What follows belongs to an exercise in optimizing a design on an open flow for small area, a short achievable clock period and few clock cycles; a production flow would make more cautious choices.

Setup of run Y:
// rvc_voice
module rvc_voice (
    input  wire        clk,
    input  wire        rst,           
    input  wire        cmd_valid,
    output wire        cmd_ready,
    input  wire [3:0]  cmd_op,
    input  wire [2:0]  cmd_voice,
    input  wire [31:0] cmd_data,
    output wire [14:0] mem_addr,      
    input  wire [15:0] mem_rdata,     
    output reg         out_valid,
    output reg  [31:0] out_l,
    output reg  [31:0] out_r,
    output reg         rd_valid,
    output reg  [31:0] rd_data
);
clock: 55.0 ns
lec_check: 0
abc_area: 1
cap_margin: 20
core_margin: 2
core_utilization: 40
slew_margin: 20
run.sh (not shown) runs the stock make flow with config.mk's settings and CLKGATE_MAP_FILE= SYNTH_SCRIPT=/design/flow/synth_recipe.tcl, a recipe that flattens the netlist after the stock synthesis.
What run B does differently from run Y at the input level:
--- a/flow/design.v
+++ b/flow/design.v
@@ -197,20 +197,21 @@
     reg  [11:0] pos       [0:7];
     reg  [30:0] gain      [0:7];      
     reg  [4:0]  pan       [0:7];
     reg  [31:0] decay_amp [0:7];
     reg  [3:0]  state;
     reg  [2:0]  vi;
     reg         rdy;          
     reg         in_v0;        
     reg  [31:0] acc;
     reg  [31:0] prod;
+    reg  [31:0] aop;          
     reg  [30:0] bop;          
     reg  [14:0] maddr;
     reg  [15:0] x_raw;        
     reg         pend_r;       
     reg         rt_pend;      
     reg         c_en, c_pl, c_dc, c_aud, c_end;
     reg  [11:0] c_posn;
     reg  [4:0]  c_pan;
     integer k;
     function [31:0] pan_l;
@@ -270,32 +271,28 @@
         .sa(ma_s), .ma(ma_m), .ea(ma_e),
         .sb(1'b0), .mb({mb_f[30:23] != 8'd0, mb_f[22:0]}),
         .eb((mb_f[30:23] == 8'd0) ? 9'd1 : {1'b0, mb_f[30:23]}),
         .y(mul_y)
     );
     wire [3:0]  x_lz;
     lzc16 u_xlz (.x(x_mag), .n(x_lz));
     wire [15:0] x_nrm = x_mag << x_lz;
     wire [31:0] x_f   = (x_raw == 16'd0) ? 32'd0 :
                         {x_raw[15], 8'd127 - {4'd0, x_lz}, x_nrm[14:0], 8'd0};
-    reg  [31:0] add_a;
-    always @* begin
-        add_a = acc;
-        if (state == S_V5) add_a = out_l;
-        else if (pend_r)   add_a = out_r;
-    end
+    wire [31:0] add_a = aop;
     wire [31:0] add_b = prod;
     wire [31:0] add_y;
     fp32_add u_add (.a(add_a), .b(add_b), .y(add_y));
     assign cmd_ready = rdy;
     assign mem_addr  = maddr;
     wire last_voice = (vi == 3'd7);
+    wire [31:0] pan_v = pan_l((state == S_V3) ? c_pan : 5'd18 - c_pan);
     wire [31:0] da0 = (rt_pend && vi == 3'd0) ? mul_y : decay_amp[0];
     wire [11:0] r_posn = r_pos + 12'd1;
     task next_voice;
         begin
             vi     <= vn;
             maddr  <= {vnn, r_pnn};
             acc    <= r_da;
             bop    <= r_gn;
             c_en   <= r_en;
             c_pl   <= r_pl;
@@ -422,49 +419,52 @@
                                 acc           <= mul_y;    
                             end else begin
                                 decay_on[vi]  <= 1'b0;
                             end
                         end
                         state <= S_V1;
                     end
                 end
                 S_V1: begin
                     prod <= x_f;
+                    aop  <= acc;
                     if (c_pl) state <= S_V2;
                     else if (last_voice) state <= S_DONE;
                     else next_voice;
                 end
                 S_V2: begin
                     acc   <= add_y;
                     state <= S_V3;
                 end
                 S_V3: begin
                     acc <= mul_y;
-                    bop <= pan_l(c_pan);
+                    bop <= pan_v;
                     if (c_end) begin
                         playing[vi]   <= 1'b0;
                         decay_amp[vi] <= mul_y;
                         decay_on[vi]  <= 1'b1;
                         pos[vi]       <= 12'd0;
                     end else begin
                         pos[vi]       <= c_posn;
                     end
                     state <= S_V4;
                 end
                 S_V4: begin
                     prod  <= mul_y;
-                    bop   <= pan_l(5'd18 - c_pan);
+                    aop   <= out_l;
+                    bop   <= pan_v;
                     state <= S_V5;
                 end
                 S_V5: begin
                     out_l  <= add_y;
                     prod   <= mul_y;
+                    aop    <= out_r;
                     pend_r <= 1'b1;
                     if (last_voice) state <= S_DONE;
                     else next_voice;
                 end
                 S_DONE: begin
                     maddr     <= {3'd0, pos[0]};
                     out_valid <= 1'b1;
                     state     <= S_IDLE;
                     rdy       <= 1'b1;
                 end
==> run notes <==
Run B has completed all stages; timing, DRC and antenna checks passed.
Run Y → run B: pin count of the biggest net entering global routing grew by 9.
The share of cell area taken by flip-flops and latches reported for run B is greater than that of run Y by 0.87 points.
The via count reported for run B is lower than the one for run Y.
Comparing run B and run Y, the lower die outline width is on run B.
Maximum frequency went down slightly going from run Y to run B.
Mean area per synthesized cell (run B vs. run Y) increases slightly
When the final numbers for run B and run Y were put side by side, the utilization after layout turned out to be greater in run B.
Higher met3 usage in global routing among run B and run Y: run B
Number of gates on the worst path with buffers counted, run B and run Y: larger value in run Y
Summary — net total in the final layout, run B relative to run Y: lower, by 259.
Comparing run B and run Y, the lower number of placed cells counting well taps is on run B.
No functional check of the RTL was part of any run of this note.

## port drivers added, routing unchanged
The flow's constraints put no driver on any port. The routed layouts listed below were extracted and timed again, unchanged, in two steps.
Step 1 sets driving cells, clkbuf_16 on the clock port and buf_2 on the other inputs (assumed; they add their load-dependent delay and slew).
Step 2 moves the port delays by t, midway between the first and last clock arrival at a register: inputs arrive t later, outputs are due t later. That takes back most of the time a late clock gives input paths.
a / b / c = ideal / step 1 / step 2; a / b = the first two.
run | t, ns | setup WS [ns] | hold slack, ns | worst data-port slew with drivers (ns)
run Y | 0.853 | 38.041 / 38.069 / 37.216 | 0.451 / 0.451 / 0.451 | 0.09
run B | 0.833 | 37.974 / 37.989 / 37.156 | 0.456 / 0.456 / 0.456 | 0.07
After both steps setup and hold are still met in every run listed. For run Y, which loses most, drivers alone change the setup slack by +0.028 ns; drivers and shift together by -0.825 ns.
